Source: an optimization exercise on an open RTL-to-GDS flow (aim: small area, a short achievable clock period and few clock cycles). Production flows keep margins and buffers that such runs may drop. Where RTL was checked, it was by simulation tests only, not by an equivalence proof against the original. Power is estimated from default activity; no workload was simulated.

==> inputs of job 5608 <==
Design tdm_deframer, start of the top module:
module tdm_deframer (
    input  wire        clk,
    input  wire        rst,           
    input  wire        ev_valid,
    output wire        ev_ready,
    input  wire [7:0]  ev_hdr,
    input  wire [31:0] ev_pos,
    input  wire [31:0] ev_payload,
    output reg  [1:0]  want,          
    output wire        fatal,
    output wire        rec_valid,
    input  wire        rec_ready,
    output reg  [4:0]  rec_cls,
    output reg         rec_line,
    output reg  [3:0]  rec_slot,
    output reg  [3:0]  rec_field,
    output reg  [19:0] rec_value,
    output reg  [4:0]  rec_width,
    output reg  [31:0] rec_start,
    output reg  [31:0] rec_end
);
==> flow/config.mk <==
export PLATFORM = sky130hd
export DESIGN_NAME = tdm_deframer
export DESIGN_NICKNAME = tdm_deframer
export VERILOG_FILES = /design/flow/design.v
export SDC_FILE = /design/flow/constraint.sdc
export NUM_CORES = 4
export LEC_CHECK = 0
export CAP_MARGIN = 5
export CORE_MARGIN = 2
export CORE_UTILIZATION = 60
export CTS_CLUSTER_DIAMETER = 80
export CTS_CLUSTER_SIZE = 24
export PLACE_DENSITY = 0.72
export SLEW_MARGIN = 5
export TNS_END_PERCENT = 2
export SETUP_SLACK_MARGIN = 6.1
export BUFFER_PORTS_ARGS = -buffer_cell sky130_fd_sc_hd__buf_1
==> flow/constraint.sdc <==
create_clock -name core_clock -period 10.0 [get_ports {clk}]
set_input_delay 2.0000 -clock core_clock [delete_from_list [all_inputs] [get_ports {clk}]]
set_output_delay 2.0000 -clock core_clock [all_outputs]
set_load 0.01 [all_outputs]
standard.sh (not shown) runs the stock make flow with config.mk's settings and CLKGATE_MAP_FILE= SYNTH_SCRIPT=/design/flow/synth_recipe.tcl, a recipe that flattens the netlist after the stock synthesis.
==> flow/flow/run.sh <==
#!/bin/bash
# The standard layout (standard.sh: unchanged synthesis and ORFS steps) with two
# settings added to config.mk:
#  - every input and output port still gets a buffer, but a plain buf_1 rather than
#    the delay cell buffer_ports picks by default.
# standard.sh's full output goes to standard.log in this folder.
set -euo pipefail
cat >> config.mk <<'EOT'
export SETUP_SLACK_MARGIN = 6.1
export BUFFER_PORTS_ARGS = -buffer_cell sky130_fd_sc_hd__buf_1
EOT
bash standard.sh > standard.log 2>&1
==> job 2338: changes against job 5608 <==
--- a/flow/design.v
+++ b/flow/design.v
@@ -32,13 +32,14 @@
                      PH_CFG_ERR   = 3'd5;
     localparam [3:0] F_BIT = 4'd0, F_SLOTRAW = 4'd1, F_READY = 4'd2,
                      F_VALID = 4'd3, F_RSV = 4'd4, F_CODEC = 4'd5,
                      F_RW = 4'd6, F_ADDR = 4'd7, F_DATA = 4'd8, F_RAW = 4'd9;
     localparam [4:0] CLS_ERROR = 5'd31;
     reg  [2:0]  phase;
-    reg  [31:0] last_pos;
+    reg  [31:0] last_new, last_old;
+    reg         lp_new;
     reg         last_pos_vld;
     reg         lat_out, lat_in;
     reg         hb;
     reg  [31:0] b_pos;
     reg         b_sync, b_first, b_lo, b_li;
     reg         hl;
@@ -61,24 +62,27 @@
     reg  [3:0]  em_kc;          
     reg  [3:0]  ss;             
     reg  [3:0]  es;             
     reg  [4:0]  d_cls, d_wid;   
     reg  [3:0]  d_fld;
     reg         d_line;
-    reg  [10:0] d_vm;           
+    reg  [10:0] d_vo, d_vi;     
+    reg         bm_s, bm_e;     
     assign fatal = (phase == PH_CFG_ERR);
     always @(*) begin
         case (phase)
             PH_AWAIT_1ST, PH_AWAIT_RIS: want = 2'd2;
             PH_AWAIT_FAL:               want = 2'd1;
             default:                    want = 2'd0;
         endcase
     end
     assign ev_ready = !(hb && hl);
     wire [2:0] kind     = ev_hdr[2:0];
     wire       hdr_rsvd = (kind == 3'd0) || (kind == 3'd7) || ev_hdr[7];
+    wire [31:0] last_pos = lp_new ? last_new : last_old;
+    wire       ev_take  = ev_valid && ev_ready && !hdr_rsvd;
     function [1:0] gt_merge;
         input [1:0] hi, lo;
         gt_merge = {hi[1] | (!hi[0] & lo[1]), hi[0] | (!hi[1] & lo[0])};
     endfunction
     reg  [1:0] gt_t [0:62];
     integer    g;
@@ -86,13 +90,15 @@
         for (g = 0; g < 32; g = g + 1)
             gt_t[31 + g] = {ev_pos[g] & !last_pos[g], !ev_pos[g] & last_pos[g]};
         for (g = 30; g >= 0; g = g - 1)
             gt_t[g] = gt_merge(gt_t[2 * g + 2], gt_t[2 * g + 1]);
     end
     wire       pos_ok   = !last_pos_vld || gt_t[0][1];
-    wire       ev_take  = ev_valid && ev_ready && !hdr_rsvd;
+    wire cand_fall = ev_take && (kind == K_FALL) && (phase == PH_AWAIT_FAL);
+    wire cand_rise = ev_take && (kind == K_RISE) &&
+                     ((phase == PH_AWAIT_1ST) || (phase == PH_AWAIT_RIS));
     wire do_setup = ev_take && (kind == K_SETUP);
     wire do_reset = ev_take && (kind == K_RESET) && (phase != PH_CFG_ERR);
     wire do_end   = ev_take && (kind == K_END) &&
                     (phase != PH_UNCONF) && (phase != PH_CFG_ERR);
     wire do_fall  = ev_take && (kind == K_FALL) && (phase == PH_AWAIT_FAL) && pos_ok;
     wire do_rise1 = ev_take && (kind == K_RISE) && (phase == PH_AWAIT_1ST) && pos_ok;
@@ -205,39 +211,44 @@
             last_pos_vld <= 1'b0;
         end
         if (do_end) begin
             phase        <= PH_ENDED;
             last_pos_vld <= 1'b0;
         end
-        if (do_fall) begin
-            lat_out      <= ev_hdr[4];
-            lat_in       <= ev_hdr[5];
+        if (do_fall)
             phase        <= PH_AWAIT_RIS;
-        end
         if (do_rx)
             phase        <= PH_AWAIT_FAL;
-        if (do_fall || do_rx) begin
-            last_pos     <= ev_pos;
+        if (do_fall || do_rx)
             last_pos_vld <= 1'b1;
+        if (cand_fall) begin
+            lat_out      <= ev_hdr[4];
+            lat_in       <= ev_hdr[5];
+        end
+        if (cand_fall || cand_rise) begin
+            last_new     <= ev_pos;
+            lp_new       <= pos_ok;
+            if (lp_new)
+                last_old <= last_new;
         end
         if (b_free) begin
             if (hl) begin
-                b_pos   <= last_pos;
+                b_pos   <= last_new;
                 b_sync  <= hl_sync;
                 b_first <= hl_first;
             end else begin
                 b_pos   <= ev_pos;
                 b_sync  <= ev_hdr[3];
                 b_first <= (phase == PH_AWAIT_1ST);
             end
             b_lo <= lat_out;
             b_li <= lat_in;
         end
-        if (do_rx) begin
+        if (cand_rise) begin
             hl_sync  <= ev_hdr[3];
-            hl_first <= do_rise1;
+            hl_first <= (phase == PH_AWAIT_1ST);
         end
         hb <= b_free ? (hl || do_rx) : 1'b1;
         hl <= b_free ? 1'b0 : (hl || do_rx);
         if (!sv && hb && !b_first && rec_ready)
             bit_ph <= !bit_ph;
         if (sv && rec_ready) begin
@@ -250,13 +261,16 @@
                 es <= es_nx;
             end
             d_cls  <= cls_nx;
             d_wid  <= wid_nx;
             d_fld  <= fld_nx;
             d_line <= n_line;
-            d_vm   <= em_last ? 11'd0 : vm_nx;
+            d_vo   <= (em_last || n_line) ? 11'd0 : vm_nx;
+            d_vi   <= (em_last || !n_line) ? 11'd0 : vm_nx;
+            bm_s   <= em_last;
+            bm_e   <= em_last;
             em_oh <= nx_oh;
         end
         if (pop) begin
             p_cur     <= b_pos;
             sync_prev <= b_sync;
             if (b_first) begin
@@ -269,13 +283,16 @@
                 es    <= {3'd0, acc && acc_cmp};
                 em_oh <= 12'b1;
                 d_cls  <= 5'd2;
                 d_wid  <= acc_k0 ? 5'd16 : 5'd20;
                 d_fld  <= F_SLOTRAW;
                 d_line <= 1'b0;
-                d_vm   <= (acc && acc_cmp) ? {6'd0, !acc_k0, 4'b1111} : 11'd0;
+                d_vo   <= (acc && acc_cmp) ? {6'd0, !acc_k0, 4'b1111} : 11'd0;
+                d_vi   <= 11'd0;
+                bm_s   <= !(acc && acc_cmp);
+                bm_e   <= !(acc && acc_cmp);
                 em_k  <= acc_k;
                 em_kc <= {acc_k > 4'd2, acc_k == 4'd2, acc_k == 4'd1, acc_k0};
                 if (acc) begin
                     sr_out <= sr_out_n;
                     sr_in  <= sr_in_n;
                     if (acc_j == 5'd0)   pos_s <= p_cur;
@@ -302,32 +319,40 @@
             hb           <= 1'b0;
             hl           <= 1'b0;
             bit_ph       <= 1'b0;
             sv           <= 1'b0;
             ss           <= 4'd0;
             es           <= 4'd0;
-            d_vm         <= 11'd0;
+            d_vo         <= 11'd0;
+            d_vi         <= 11'd0;
+            bm_s         <= 1'b1;
+            bm_e         <= 1'b1;
         end
     end
     assign rec_valid = sv || (hb && !b_first);
     always @(*) begin
-        rec_start = ({32{!sv}} & p_cur) | ({32{ss[0]}} & pos_s) | ({32{ss[1]}} & cap_a) |
+        rec_start = ({32{bm_s}} & p_cur) | ({32{ss[0]}} & pos_s) | ({32{ss[1]}} & cap_a) |
                     ({32{ss[2]}} & cap_b) | ({32{ss[3]}} & cap_c);
-        rec_end   = ({32{!sv}} & b_pos) | ({32{es[0]}} & p_cur) | ({32{es[1]}} & cap_a) |
+        rec_end   = ({32{bm_e}} & b_pos) | ({32{es[0]}} & p_cur) | ({32{es[1]}} & cap_a) |
                     ({32{es[2]}} & cap_b) | ({32{es[3]}} & cap_c);
     end
-    wire [19:0] r_v = d_line ? sr_in : sr_out;
-    wire [19:0] idm = {{4{d_vm[4]}}, {4{d_vm[3]}}, {8{d_vm[2]}}, {2{d_vm[1]}}, {2{d_vm[0]}}};
+    function [19:0] fval;
+        input [10:0] m;
+        input [19:0] v;
+        begin
+            fval = ({{4{m[4]}}, {4{m[3]}}, {8{m[2]}}, {2{m[1]}}, {2{m[0]}}} & v) |
+                   ({20{m[5]}} & {8'd0, v[14:3]}) |
+                   ({20{m[6]}} & {13'd0, v[18:12]}) |
+                   ({20{m[7]}} & {4'd0, v[19:4]}) |
+                   {19'd0, (m[8] & v[15]) | (m[9] & v[2]) | (m[10] & v[19])};
+        end
+    endfunction
     always @(*) begin
         rec_line  = sv ? d_line : bit_ph;
         rec_cls   = sv ? d_cls : {4'd0, bit_ph};
         rec_slot  = sv ? em_k : 4'd15;
         rec_field = sv ? d_fld : F_BIT;
         rec_width = sv ? d_wid : 5'd1;
-        rec_value = (idm & r_v) |
-                    ({20{d_vm[5]}} & {8'd0, r_v[14:3]}) |
-                    ({20{d_vm[6]}} & {13'd0, r_v[18:12]}) |
-                    ({20{d_vm[7]}} & {4'd0, r_v[19:4]}) |
-                    {19'd0, (d_vm[8] & r_v[15]) | (d_vm[9] & r_v[2]) | (d_vm[10] & r_v[19]) |
-                            (!sv & (bit_ph ? b_li : b_lo))};
+        rec_value = fval(d_vo, sr_out) | fval(d_vi, sr_in) |
+                    {19'd0, !sv & (bit_ph ? b_li : b_lo)};
     end
 endmodule
==> flow/flow/run.sh (replaced) <==
#!/bin/bash
# The standard layout (standard.sh: unchanged synthesis and ORFS steps) with two
# settings added to config.mk:
#  - every input and output port still gets a buffer, but a plain buf_1 rather than
#    the delay cell buffer_ports picks by default.
# standard.sh's full output goes to standard.log in this folder.
set -euo pipefail
cat >> config.mk <<'EOT'
export SETUP_SLACK_MARGIN = 6.5
export BUFFER_PORTS_ARGS = -buffer_cell sky130_fd_sc_hd__buf_1
EOT
bash standard.sh > standard.log 2>&1
==> flow/config.mk (replaced) <==
export PLATFORM = sky130hd
export DESIGN_NAME = tdm_deframer
export DESIGN_NICKNAME = tdm_deframer
export VERILOG_FILES = /design/flow/design.v
export SDC_FILE = /design/flow/constraint.sdc
export NUM_CORES = 4
export LEC_CHECK = 0
export CAP_MARGIN = 5
export CORE_MARGIN = 2
export CORE_UTILIZATION = 55
export CTS_CLUSTER_DIAMETER = 80
export CTS_CLUSTER_SIZE = 24
export PLACE_DENSITY = 0.7
export SLEW_MARGIN = 5
export TNS_END_PERCENT = 5
export SETUP_SLACK_MARGIN = 6.5
export BUFFER_PORTS_ARGS = -buffer_cell sky130_fd_sc_hd__buf_1
==> summary of the runs <==
Against job 2338, the die area of job 5608 is lower by about 18%. Against job 2338, the maximum frequency of job 5608 is smaller by about 2.3%. Critical path depth: job 2338 is higher than job 5608 (1). First-iteration DRC count: job 2338 is larger than job 5608 (about 17%). In job 5608 the global-route usage is higher than in job 2338, by 0.53 points. Job 5608 completed without violations. Job 2338 completed without violations. In job 2338 the routed wire length is larger than in job 5608, by about 25%. In job 5608 the sequential share of layout area is higher than in job 2338, by 0.94 points.
==> figures <==
item	job 2338	job 5608
Portion of the post-synthesis area used by sequential elements	64.2%	64.1%
Leakage	6.93 nW	6.09 nW
Routed length on met3	5550 um	3490 um
Post-route clock period utilization	39.4%	40.3%
DP Cell Count	1,955	1,722
Number of distinct library cell variants in the gate-level netlist after synthesis	83	84
Latest clock arrival within the worst-skew pair	550 ps	520 ps
Die height	187 um	169 um
Top cell type's share of synthesized area	57.0%	57.6%
Register-to-register setup slack	6420 ps	6270 ps
Floorplan Core Area	0.0327 mm2	0.0269 mm2
Status	complete, no violations	complete, no violations
Signal buffers share of area	6.19%	4.75%
Hold endpoint	b_lo$_DFFE_PP_	b_li$_DFFE_PP_
Clk pwr share	34.2%	33.2%
Testbench counts of job 5608, summed over its fixed seeds: cycles 36,275.
No functional check of the RTL was part of job 2338.

## port drivers added, routing unchanged
How much do the figures lean on ideal ports? The routed layouts below were timed once more, with nothing changed but the port constraints. Step 1 sets driving cells, clkbuf_16 on the clock port and buf_2 on the other inputs (assumed; they add their load-dependent delay and slew). Step 2 also shifts input and output timing later by t, the mid clock arrival at the registers, as if the neighbouring blocks saw the same clock. Slacks: ideal / step 1 / step 2; pairs: ideal / step 1.
run | shift t [ns] | slack for setup (ns) | worst setup path after step 2 | latest minus earliest clock arrival (ns)
job 5608 | 0.564 | 5.970 / 5.919 / 5.468 | input to register | 0.017 / 0.018
job 2338 | 0.596 | 6.063 / 6.011 / 5.735 | input to register | 0.016 / 0.016
After both steps every run listed still meets setup and hold. For job 5608, which loses most, drivers alone change the setup slack by -0.051 ns; drivers and shift together by -0.502 ns.
